What follows belongs to an exercise in optimizing a design on an open flow for a short achievable clock period and few clock cycles; a production flow would make more cautious choices. At most, simulation tests tie the RTL to the original design; equivalence was not proved. No activity file was given, so power comes from the tool's default toggle rates.

==> 08-22 <==
==> flow/design.v (excerpt) <==
module snappy_dec (
    input  wire        clk,
    input  wire        rst,
    input  wire        start,
    input  wire [15:0] src_len,
    input  wire [15:0] dst_cap,
    output wire        busy,
    output reg         done,
    output reg  [7:0]  fault,
    output reg  [31:0] result,
    output reg  [31:0] info0,
    output reg  [31:0] info1,
    output reg         in_re,
    output reg  [15:0] in_addr,
    input  wire [7:0]  in_rdata,
    output reg         out_re,
    output reg  [15:0] out_raddr,
    input  wire [7:0]  out_rdata,
    output reg         out_we,
    output reg  [15:0] out_waddr,
    output reg  [7:0]  out_wdata
);
clock: 10.0 ns
lec_check: 0
abc_clock_period_in_ps: 3000
cap_margin: 20
core_margin: 2
core_utilization: 60
cts_cluster_diameter: 80
cts_cluster_size: 20
setup_slack_margin: 5
slew_margin: 20
run.sh (not shown) runs the stock make flow with config.mk's settings and CLKGATE_MAP_FILE= SYNTH_SCRIPT=/design/flow/synth_recipe.tcl, a recipe that flattens the netlist after the stock synthesis.
==> 09-26: changes against 08-22 <==
--- a/flow/design.v
+++ b/flow/design.v
@@ -39,19 +39,20 @@
     reg        upd;           
     reg        upd_sl;        
     reg        upd_c;         
     reg        upd_l;         
     reg        chk;           
     reg        chk_bad;       
     reg        big;           
-    reg        busy_q;
+    reg        busy_q;        
+    reg        idle;          
     reg [15:0] src_len_q;
     reg [15:0] dst_cap_q;
     assign busy = busy_q;
-    wire go = start & ~busy_q;
+    wire go = start & idle;
     reg        fin;           
     reg        fin_ok;
     reg  [15:0] na;           
     reg         rd_pend;      
     reg         fetch_en;
     reg  [7:0]  iq [0:3];
     reg  [1:0]  iq_wp, iq_rp;
@@ -62,15 +63,15 @@
     wire [2:0]  iq_use = iq_cnt + {2'd0, hv} + {2'd0, in_re} + {2'd0, rd_pend};
     wire        issue = fetch_en && (iq_use < 3'd4) && (na != src_len_q);
     wire        h_take = !hv || pop;
     wire        iq_v = (iq_cnt != 3'd0);
     wire        iq_pop  = h_take && iq_v;
     wire        iq_push = rd_pend && !(h_take && !iq_v);
     always @(posedge clk) begin
-        if (!busy_q || fin) begin
+        if (idle || fin) begin
             in_addr <= 16'd0;
             na      <= (go & ~fin) ? 16'd1 : 16'd0;
         end else begin
             in_addr <= na;               
             if (issue) na <= na + 16'd1;
         end
     end
@@ -80,15 +81,15 @@
             rd_pend <= 1'b0;
             iq_wp   <= 2'd0;
             iq_rp   <= 2'd0;
             iq_cnt  <= 3'd0;
             hv      <= 1'b0;
         end else begin
             rd_pend <= in_re;
-            if (!busy_q || fin)
+            if (idle || fin)
                 in_re <= go & ~fin;
             else
                 in_re <= issue;
             if (fin) begin
                 iq_wp  <= 2'd0;
                 iq_rp  <= 2'd0;
                 iq_cnt <= 3'd0;
@@ -214,26 +215,29 @@
         if (rst) begin
             st_hdr <= 1'b0; st_decl <= 1'b0; st_tag <= 1'b0; st_trl <= 1'b0;
             st_lchk <= 1'b0; st_pay <= 1'b0; st_end <= 1'b0; st_flt <= 1'b0;
             upd <= 1'b0; upd_sl <= 1'b0; upd_c <= 1'b0; upd_l <= 1'b0;
             chk <= 1'b0; chk_bad <= 1'b0;
             fetch_en <= 1'b0;
             busy_q <= 1'b0;
+            idle   <= 1'b1;
         end else begin
             upd <= 1'b0; upd_sl <= 1'b0; upd_c <= 1'b0; upd_l <= 1'b0;
-            chk     <= upd && busy_q && !fin;
+            chk     <= upd && !idle && !fin;
             chk_bad <= t_bad;
-            if (!busy_q) begin
+            if (idle) begin
                 if (go) begin
                     busy_q   <= 1'b1;
+                    idle     <= 1'b0;
                     st_hdr   <= 1'b1;
                     fetch_en <= 1'b1;
                 end
             end else if (fin) begin
                 busy_q   <= 1'b0;
+                idle     <= 1'b1;
                 st_end   <= 1'b0;
                 st_flt   <= 1'b0;
                 fetch_en <= 1'b0;
             end else begin
                 st_decl <= 1'b0;
                 if (upd_c) st_tag <= 1'b1;
                 if (upd_l) st_pay <= 1'b1;
@@ -298,15 +302,15 @@
                     upd <= 1'b0; upd_sl <= 1'b0; upd_c <= 1'b0; upd_l <= 1'b0;
                     st_flt <= 1'b1; fetch_en <= 1'b0;
                 end
             end
         end
     end
     always @(posedge clk) begin
-        if (!busy_q) begin
+        if (idle) begin
             src_len_q <= src_len;
             dst_cap_q <= dst_cap;
             rem       <= {1'b0, src_len};
             rem_z     <= (src_len == 16'd0);
             decl      <= 32'd0;
             vn        <= 3'd0;
             P         <= 17'd0;
@@ -470,15 +474,15 @@
             cur_last <= cq_one[cq_rp[1:0]];
             cur_src  <= cq_src[cq_rp[1:0]];
         end else if (x_iss) begin
             cur_cnt  <= cur_cnt - 16'd1;
             cur_last <= (cur_cnt == 16'd2);
             cur_src  <= cur_src + 16'd1;
         end
-        if (!busy_q)
+        if (idle)
             wa <= 16'd0;
         else if (s2_v)
             wa <= wa + 16'd1;
         out_raddr <= cur_src;
         s1_sel    <= cur_lit ? 2'd3 : cur_mode;
         s1_b      <= lq[lq_rp[3:0]];
         s2_sel    <= s1_sel;
==> flow/flow/run.sh (new file) <==
#!/bin/bash
set -euo pipefail
bash standard.sh SETUP_SLACK_MARGIN=7.2 finish > flow_make.log 2>&1
==> flow/standard.sh (new file) <==
#!/bin/bash
# synth_recipe.tcl (not shown) runs the flow's synth.tcl, then flattens the netlist and writes it again
# the make line also repeats each setting of config.mk as NAME=value (left out here)
make -C /OpenROAD-flow-scripts/flow DESIGN_CONFIG=/design/flow/config.mk WORK_HOME=/design/flow/orfs CLKGATE_MAP_FILE= SYNTH_SCRIPT=/design/flow/synth_recipe.tcl "${@:-finish}"
==> flow/config.mk (replaced) <==
export PLATFORM = sky130hd
export DESIGN_NAME = snappy_dec
export DESIGN_NICKNAME = snappy_dec
export VERILOG_FILES = /design/flow/design.v
export SDC_FILE = /design/flow/constraint.sdc
export NUM_CORES = 4
export LEC_CHECK = 0
export ABC_CLOCK_PERIOD_IN_PS = 3000
export CAP_MARGIN = 20
export CORE_MARGIN = 2
export CORE_UTILIZATION = 45
export SLEW_MARGIN = 20
removed: flow/run.sh
==> 09-27: changes against 08-22 <==
--- a/flow/design.v
+++ b/flow/design.v
@@ -39,19 +39,20 @@
     reg        upd;           
     reg        upd_sl;        
     reg        upd_c;         
     reg        upd_l;         
     reg        chk;           
     reg        chk_bad;       
     reg        big;           
-    reg        busy_q;
+    reg        busy_q;        
+    reg        idle;          
     reg [15:0] src_len_q;
     reg [15:0] dst_cap_q;
     assign busy = busy_q;
-    wire go = start & ~busy_q;
+    wire go = start & idle;
     reg        fin;           
     reg        fin_ok;
     reg  [15:0] na;           
     reg         rd_pend;      
     reg         fetch_en;
     reg  [7:0]  iq [0:3];
     reg  [1:0]  iq_wp, iq_rp;
@@ -62,15 +63,15 @@
     wire [2:0]  iq_use = iq_cnt + {2'd0, hv} + {2'd0, in_re} + {2'd0, rd_pend};
     wire        issue = fetch_en && (iq_use < 3'd4) && (na != src_len_q);
     wire        h_take = !hv || pop;
     wire        iq_v = (iq_cnt != 3'd0);
     wire        iq_pop  = h_take && iq_v;
     wire        iq_push = rd_pend && !(h_take && !iq_v);
     always @(posedge clk) begin
-        if (!busy_q || fin) begin
+        if (idle || fin) begin
             in_addr <= 16'd0;
             na      <= (go & ~fin) ? 16'd1 : 16'd0;
         end else begin
             in_addr <= na;               
             if (issue) na <= na + 16'd1;
         end
     end
@@ -80,15 +81,15 @@
             rd_pend <= 1'b0;
             iq_wp   <= 2'd0;
             iq_rp   <= 2'd0;
             iq_cnt  <= 3'd0;
             hv      <= 1'b0;
         end else begin
             rd_pend <= in_re;
-            if (!busy_q || fin)
+            if (idle || fin)
                 in_re <= go & ~fin;
             else
                 in_re <= issue;
             if (fin) begin
                 iq_wp  <= 2'd0;
                 iq_rp  <= 2'd0;
                 iq_cnt <= 3'd0;
@@ -214,26 +215,29 @@
         if (rst) begin
             st_hdr <= 1'b0; st_decl <= 1'b0; st_tag <= 1'b0; st_trl <= 1'b0;
             st_lchk <= 1'b0; st_pay <= 1'b0; st_end <= 1'b0; st_flt <= 1'b0;
             upd <= 1'b0; upd_sl <= 1'b0; upd_c <= 1'b0; upd_l <= 1'b0;
             chk <= 1'b0; chk_bad <= 1'b0;
             fetch_en <= 1'b0;
             busy_q <= 1'b0;
+            idle   <= 1'b1;
         end else begin
             upd <= 1'b0; upd_sl <= 1'b0; upd_c <= 1'b0; upd_l <= 1'b0;
-            chk     <= upd && busy_q && !fin;
+            chk     <= upd && !idle && !fin;
             chk_bad <= t_bad;
-            if (!busy_q) begin
+            if (idle) begin
                 if (go) begin
                     busy_q   <= 1'b1;
+                    idle     <= 1'b0;
                     st_hdr   <= 1'b1;
                     fetch_en <= 1'b1;
                 end
             end else if (fin) begin
                 busy_q   <= 1'b0;
+                idle     <= 1'b1;
                 st_end   <= 1'b0;
                 st_flt   <= 1'b0;
                 fetch_en <= 1'b0;
             end else begin
                 st_decl <= 1'b0;
                 if (upd_c) st_tag <= 1'b1;
                 if (upd_l) st_pay <= 1'b1;
@@ -298,15 +302,15 @@
                     upd <= 1'b0; upd_sl <= 1'b0; upd_c <= 1'b0; upd_l <= 1'b0;
                     st_flt <= 1'b1; fetch_en <= 1'b0;
                 end
             end
         end
     end
     always @(posedge clk) begin
-        if (!busy_q) begin
+        if (idle) begin
             src_len_q <= src_len;
             dst_cap_q <= dst_cap;
             rem       <= {1'b0, src_len};
             rem_z     <= (src_len == 16'd0);
             decl      <= 32'd0;
             vn        <= 3'd0;
             P         <= 17'd0;
@@ -470,15 +474,15 @@
             cur_last <= cq_one[cq_rp[1:0]];
             cur_src  <= cq_src[cq_rp[1:0]];
         end else if (x_iss) begin
             cur_cnt  <= cur_cnt - 16'd1;
             cur_last <= (cur_cnt == 16'd2);
             cur_src  <= cur_src + 16'd1;
         end
-        if (!busy_q)
+        if (idle)
             wa <= 16'd0;
         else if (s2_v)
             wa <= wa + 16'd1;
         out_raddr <= cur_src;
         s1_sel    <= cur_lit ? 2'd3 : cur_mode;
         s1_b      <= lq[lq_rp[3:0]];
         s2_sel    <= s1_sel;
==> flow/flow/run.sh (new file) <==
#!/bin/bash
set -euo pipefail
bash standard.sh SETUP_SLACK_MARGIN=7.2 finish > flow_make.log 2>&1
==> flow/standard.sh (new file) <==
#!/bin/bash
# synth_recipe.tcl (not shown) runs the flow's synth.tcl, then flattens the netlist and writes it again
# the make line also repeats each setting of config.mk as NAME=value (left out here)
make -C /OpenROAD-flow-scripts/flow DESIGN_CONFIG=/design/flow/config.mk WORK_HOME=/design/flow/orfs CLKGATE_MAP_FILE= SYNTH_SCRIPT=/design/flow/synth_recipe.tcl "${@:-finish}"
==> flow/config.mk (replaced) <==
export PLATFORM = sky130hd
export DESIGN_NAME = snappy_dec
export DESIGN_NICKNAME = snappy_dec
export VERILOG_FILES = /design/flow/design.v
export SDC_FILE = /design/flow/constraint.sdc
export NUM_CORES = 4
export LEC_CHECK = 0
export ABC_CLOCK_PERIOD_IN_PS = 3000
export CAP_MARGIN = 20
export CORE_MARGIN = 2
export CORE_UTILIZATION = 75
export CTS_CLUSTER_DIAMETER = 80
export CTS_CLUSTER_SIZE = 20
export SLEW_MARGIN = 20
removed: flow/run.sh
==> flow_summary.ini <==
[placement]
dp_slack_ns = 5.651
globalplace.congestion = 0.9459

[sta]
max_freq_mhz = 310.8

[synthesis]
synth.top_cells.by_count = 545 x edfxtp_1, 300 x dfxtp_1, 270 x nor2_1

[floorplan]
core_area_um2 = 47950

[layout]
buf_share = 0.07136
nFlopsAndLatches = 845

[outcome]
status = timing/DRC/antenna clean
# the run above: 09-27

==> flow_summary.ini <==
[placement]
globalplace.congestion = 0.9117

[sta]
max_freq_mhz = 318.1

[outcome]
status = timing/DRC/antenna clean

[layout]
buf_share = 0.06824
non_clock_inverter_count = 143
nFlopsAndLatches = 845

[floorplan]
core_area_um2 = 80550
# the run above: 09-26

==> flow_summary.ini <==
[outcome]
status = timing/DRC/antenna clean

[sta]
slew_violations = 0
max_freq_mhz = 272.3

[layout]
register_area_um2 = 22360
buf_share = 0.05530
nFlopsAndLatches = 844

[placement]
dp_slack_ns = 6.254
globalplace.congestion = 0.9099

[routing]
drc = 0

[floorplan]
core_area_um2 = 60360

[cts]
post_cts_buffers = 0

[synthesis]
synthArstFlopShare = 0
synth_ff_type = edfxtp_1
# the run above: 08-22

Testbench counts of 08-22, summed over its fixed seeds: cycles 151,834.
Testbench counts of 09-26, summed over its fixed seeds: cycles 151,834.
Testbench counts of 09-27, summed over its fixed seeds: cycles 151,834.

---

==> run a <==
snappy_dec, a different RTL version from the one above (not shown whole).
==> flow/config.mk <==
export PLATFORM = sky130hd
export DESIGN_NAME = snappy_dec
export DESIGN_NICKNAME = snappy_dec
export VERILOG_FILES = /design/flow/design.v
export SDC_FILE = /design/flow/constraint.sdc
export NUM_CORES = 4
export LEC_CHECK = 0
export ABC_CLOCK_PERIOD_IN_PS = 3000
export CAP_MARGIN = 20
export CORE_MARGIN = 2
export CORE_UTILIZATION = 40
export SETUP_SLACK_MARGIN = 5
export SLEW_MARGIN = 20
==> flow/constraint.sdc <==
create_clock -name core_clock -period 10.0 [get_ports {clk}]
set_input_delay 2.0000 -clock core_clock [delete_from_list [all_inputs] [get_ports {clk}]]
set_output_delay 2.0000 -clock core_clock [all_outputs]
set_load 0.01 [all_outputs]
Stock flow here: none of the scripts above is used.
==> run b (differences from run a) <==
--- a/flow/design.v
+++ b/flow/design.v
@@ -98,43 +98,43 @@
             end
         end
     end
     always @(posedge clk) begin
         if (iq_push) iq[iq_wp] <= in_rdata;
         if (h_take) hb <= iq_v ? iq[iq_rp] : in_rdata;
     end
-    reg         cq_lit  [0:7];
-    reg  [1:0]  cq_mode [0:7];
-    reg  [15:0] cq_len  [0:7];
-    reg  [15:0] cq_src  [0:7];
-    reg         cq_one  [0:7];
-    reg  [2:0]  cq_wp, cq_rp;
-    reg  [3:0]  cq_cnt;
-    wire        cq_full  = cq_cnt[3];
-    wire        cq_v     = (cq_cnt != 4'd0);
+    reg         cq_lit  [0:3];
+    reg  [1:0]  cq_mode [0:3];
+    reg  [15:0] cq_len  [0:3];
+    reg  [15:0] cq_src  [0:3];
+    reg         cq_one  [0:3];
+    reg  [1:0]  cq_wp, cq_rp;
+    reg  [2:0]  cq_cnt;
+    wire        cq_full  = cq_cnt[2];
+    wire        cq_v     = (cq_cnt != 0);
     reg         cq_push;
     reg         cq_pop;
     reg  [7:0]  lq [0:15];
     reg  [3:0]  lq_wp, lq_rp;
     reg  [4:0]  lq_cnt;
     wire        lq_full = lq_cnt[4];
-    wire        lq_v    = (lq_cnt != 5'd0);
+    wire        lq_v    = (lq_cnt != 0);
     reg         lq_push;
     reg         lq_pop;
     always @(posedge clk) begin
         if (rst || fin) begin
-            cq_wp <= 3'd0; cq_rp <= 3'd0; cq_cnt <= 4'd0;
-            lq_wp <= 4'd0; lq_rp <= 4'd0; lq_cnt <= 5'd0;
+            cq_wp <= 0; cq_rp <= 0; cq_cnt <= 0;
+            lq_wp <= 0; lq_rp <= 0; lq_cnt <= 0;
         end else begin
-            if (cq_push) cq_wp <= cq_wp + 3'd1;
-            if (cq_pop)  cq_rp <= cq_rp + 3'd1;
-            cq_cnt <= cq_cnt + {3'd0, cq_push} - {3'd0, cq_pop};
-            if (lq_push) lq_wp <= lq_wp + 4'd1;
-            if (lq_pop)  lq_rp <= lq_rp + 4'd1;
-            lq_cnt <= lq_cnt + {4'd0, lq_push} - {4'd0, lq_pop};
+            if (cq_push) cq_wp <= cq_wp + 1'd1;
+            if (cq_pop)  cq_rp <= cq_rp + 1'd1;
+            cq_cnt <= cq_cnt + cq_push - cq_pop;
+            if (lq_push) lq_wp <= lq_wp + 1'd1;
+            if (lq_pop)  lq_rp <= lq_rp + 1'd1;
+            lq_cnt <= lq_cnt + lq_push - lq_pop;
         end
     end
     reg  [16:0] rem;          
     reg         rem_z;        
     reg  [31:0] decl;         
     reg  [2:0]  vn;           
     reg  [16:0] P;            
@@ -163,16 +163,15 @@
         endcase
     end
     wire        h_short = (hk == 2'b00) && (hu < 6'd60);
     wire [6:0]  h_len   = (hk == 2'b01) ? {4'd0, hu[2:0]} + 7'd4 : {1'b0, hu} + 7'd1;
     wire        h_f04t = (rem[16:3] == 14'd0) && (h_tcnt >= rem[2:0]);
     wire        t_f04 = (alen > rem);
     wire        t_f05 = (alen > room);
-    wire        c_t1  = (tag[1:0] == 2'b01);
-    wire [31:0] c_off = c_t1 ? {21'd0, tag[7:5], trl[7:0]} : trl;
+    wire [31:0] c_off = trl;    
     wire        c_f02 = (c_off == 32'd0) || (c_off > {15'd0, P});
     wire        t_bad = (upd_sl && t_f04) || (upd_c && c_f02) || t_f05;
     wire        l_f04 = (trl >= {15'd0, rem});
     reg  [31:0] vbits;
     always @(*) begin
         case (vn)
             3'd0:    vbits = {25'd0, hb[6:0]};
@@ -259,26 +258,15 @@
                     rem_z <= (rem == 17'd1);
                 end
                 if (upd) begin
                     Pold <= P;
                     P    <= P + alen;
                     room <= room - alen;
                 end
-                if (upd && t_bad) begin
-                    st_tag <= 1'b0; st_pay <= 1'b0;
-                    st_flt <= 1'b1; fetch_en <= 1'b0;
-                    f_i0   <= (upd_c && c_f02) ? 2'd3 : 2'd2;
-                    if (upd_sl && t_f04) begin
-                        f_code <= F_TRUNC;    f_i1 <= 2'd2;
-                    end else if (upd_c && c_f02) begin
-                        f_code <= F_COPY_OFF; f_i1 <= 2'd2;
-                    end else begin
-                        f_code <= F_OVERRUN;  f_i1 <= 2'd3;
-                    end
-                end else begin
+                begin
                     if (upd_c) st_tag <= 1'b1;
                     if (upd_l) st_pay <= 1'b1;
                     if (st_hdr) begin
                         if (rem_z) begin
                             st_hdr <= 1'b0; st_flt <= 1'b1; fetch_en <= 1'b0;
                             f_code <= F_TRUNC; f_i0 <= 2'd0; f_i1 <= 2'd0;
                         end else if (hv) begin
@@ -312,15 +300,15 @@
                                 f_code <= F_LEN_MISM; f_i0 <= 2'd2; f_i1 <= 2'd3;
                             end
                         end else if (pop) begin
                             st_tag <= 1'b0;
                             tag    <= hb;
                             tcnt   <= h_tcnt;
                             tidx   <= 3'd0;
-                            trl    <= 32'd0;
+                            trl    <= (hk == 2'b01) ? {21'd0, hb[7:5], 8'd0} : 32'd0;
                             pay    <= {11'd0, hu};
                             alen   <= {10'd0, h_len};
                             alen1  <= (h_len == 7'd1);
                             if (h_f04t) begin
                                 st_flt <= 1'b1; fetch_en <= 1'b0;
                                 f_code <= F_TRUNC; f_i0 <= 2'd2; f_i1 <= 2'd3;
                             end else if (h_short) begin
@@ -366,14 +354,26 @@
                         pay <= pay - 17'd1;
                         if (pay == 17'd0) begin
                             st_pay <= 1'b0;
                             st_tag <= 1'b1;
                         end
                     end
                 end
+                if (upd && t_bad) begin
+                    st_tag <= 1'b0; st_pay <= 1'b0;
+                    st_flt <= 1'b1; fetch_en <= 1'b0;
+                    f_i0   <= (upd_c && c_f02) ? 2'd3 : 2'd2;
+                    if (upd_sl && t_f04) begin
+                        f_code <= F_TRUNC;    f_i1 <= 2'd2;
+                    end else if (upd_c && c_f02) begin
+                        f_code <= F_COPY_OFF; f_i1 <= 2'd2;
+                    end else begin
+                        f_code <= F_OVERRUN;  f_i1 <= 2'd3;
+                    end
+                end
             end
         end
     end
     always @(posedge clk) begin
         if (rst) begin
             done   <= 1'b0;
             fault  <= 8'd0;
==> flow/flow/run.sh (new file) <==
#!/bin/bash
set -euo pipefail
bash standard.sh SETUP_SLACK_MARGIN=6.8 finish > flow_make.log 2>&1
==> flow/standard.sh (new file) <==
#!/bin/bash
# synth_recipe.tcl (not shown) runs the flow's synth.tcl, then flattens the netlist and writes it again
# the make line also repeats each setting of config.mk as NAME=value (left out here)
make -C /OpenROAD-flow-scripts/flow DESIGN_CONFIG=/design/flow/config.mk WORK_HOME=/design/flow/orfs CLKGATE_MAP_FILE= SYNTH_SCRIPT=/design/flow/synth_recipe.tcl "${@:-finish}"
- SETUP_SLACK_MARGIN: 5 -> default
removed: flow/run.sh
==> run c (differences from run a) <==
==> flow/flow/run.sh (new file) <==
#!/bin/bash
set -euo pipefail
bash standard.sh SETUP_SLACK_MARGIN=6.8 finish > flow_make.log 2>&1
==> flow/standard.sh (new file) <==
#!/bin/bash
# synth_recipe.tcl (not shown) runs the flow's synth.tcl, then flattens the netlist and writes it again
# the make line also repeats each setting of config.mk as NAME=value (left out here)
make -C /OpenROAD-flow-scripts/flow DESIGN_CONFIG=/design/flow/config.mk WORK_HOME=/design/flow/orfs CLKGATE_MAP_FILE= SYNTH_SCRIPT=/design/flow/synth_recipe.tcl "${@:-finish}"
- SETUP_SLACK_MARGIN: 5 -> default
removed: flow/run.sh
==> comparison table <==
                                                                          run c           run a           run b
Status                                                           finished clean  finished clean  finished clean
Number of detailed-route iterations in the first pass                         5               6               5
Power in sequential cells                                               4.86 mW         4.86 mW         4.14 mW
Proportion of final cell area spent on non-clock buffers                 0.0678          0.0498          0.0582
Mapped Area                                                          0.0439 mm2      0.0439 mm2      0.0373 mm2
Global-route wire length before repair                               193,000 um      183,000 um      157,000 um
Clock network fraction of total power                                     0.357           0.373           0.375
Detail Route met3 WL                                                    9230 um         7820 um         5930 um
Clock latency reported for the late side of the worst-skew pair         0.71 ns         0.69 ns         0.67 ns
Placed cell count                                                         5,210           5,214           4,738
Area grow syn2layout                                                      22.1%           16.4%           19.9%
RSZ-0062 raised after global routing                                        yes              no             yes
Pin slew with the least headroom to its limit                           1.05 ns         1.07 ns         1.09 ns
Number of enable flip-flop cells after synthesis                            488             488             344
Startpoint of the worst-slack reg-to-reg timing path                    trl[12]          tag[1]         trl[14]
Clock tree cell share of total cell area                                 0.0647          0.0721          0.0708
Vias in the first global route                                            30.9k           29.4k           26.0k
Multi-input gates                                                         2,384           2,381           2,233
Die footprint                                                         0.112 mm2       0.112 mm2      0.0958 mm2
Placeable core region                                                 0.109 mm2       0.109 mm2      0.0929 mm2
Filler Cell Count                                                         9,537           9,767           8,412
PD cells                                                             204 mW/mm2      217 mW/mm2      209 mW/mm2
Worst Reg2Reg Path Length in Cells                                           17              13              16
No run of this note included a check of the RTL's function; only the layout flow was run.

separate check: timing with driven ports:
No port has a modelled driver above. Below, the same layouts with a new extraction and two added sets of constraints. Step 1 assumes that a clkbuf_16 drives the clock port and a buf_2 every other input. Step 2 also shifts input and output timing later by t, the mid clock arrival at the registers, as if the neighbouring blocks saw the same clock. Slacks: no drivers / after step 1 / after step 2; pairs: no drivers / after step 1.
run	t (ns)	setup slack, ns	pins driven straight from the clock port
08-22	0.673	6.327 / 6.263 / 6.183	1
09-26	0.721	6.856 / 6.787 / 6.538	1
09-27	0.689	6.782 / 6.782 / 6.604	1
run a	0.762	5.213 / 5.213 / 5.213	1
run b	0.723	6.477 / 6.477 / 6.187	1
run c	0.761	5.968 / 5.968 / 5.935	1
After both steps every run listed still meets setup and hold. For 09-26, which loses most, drivers alone change the setup slack by -0.069 ns; drivers and shift together by -0.318 ns.
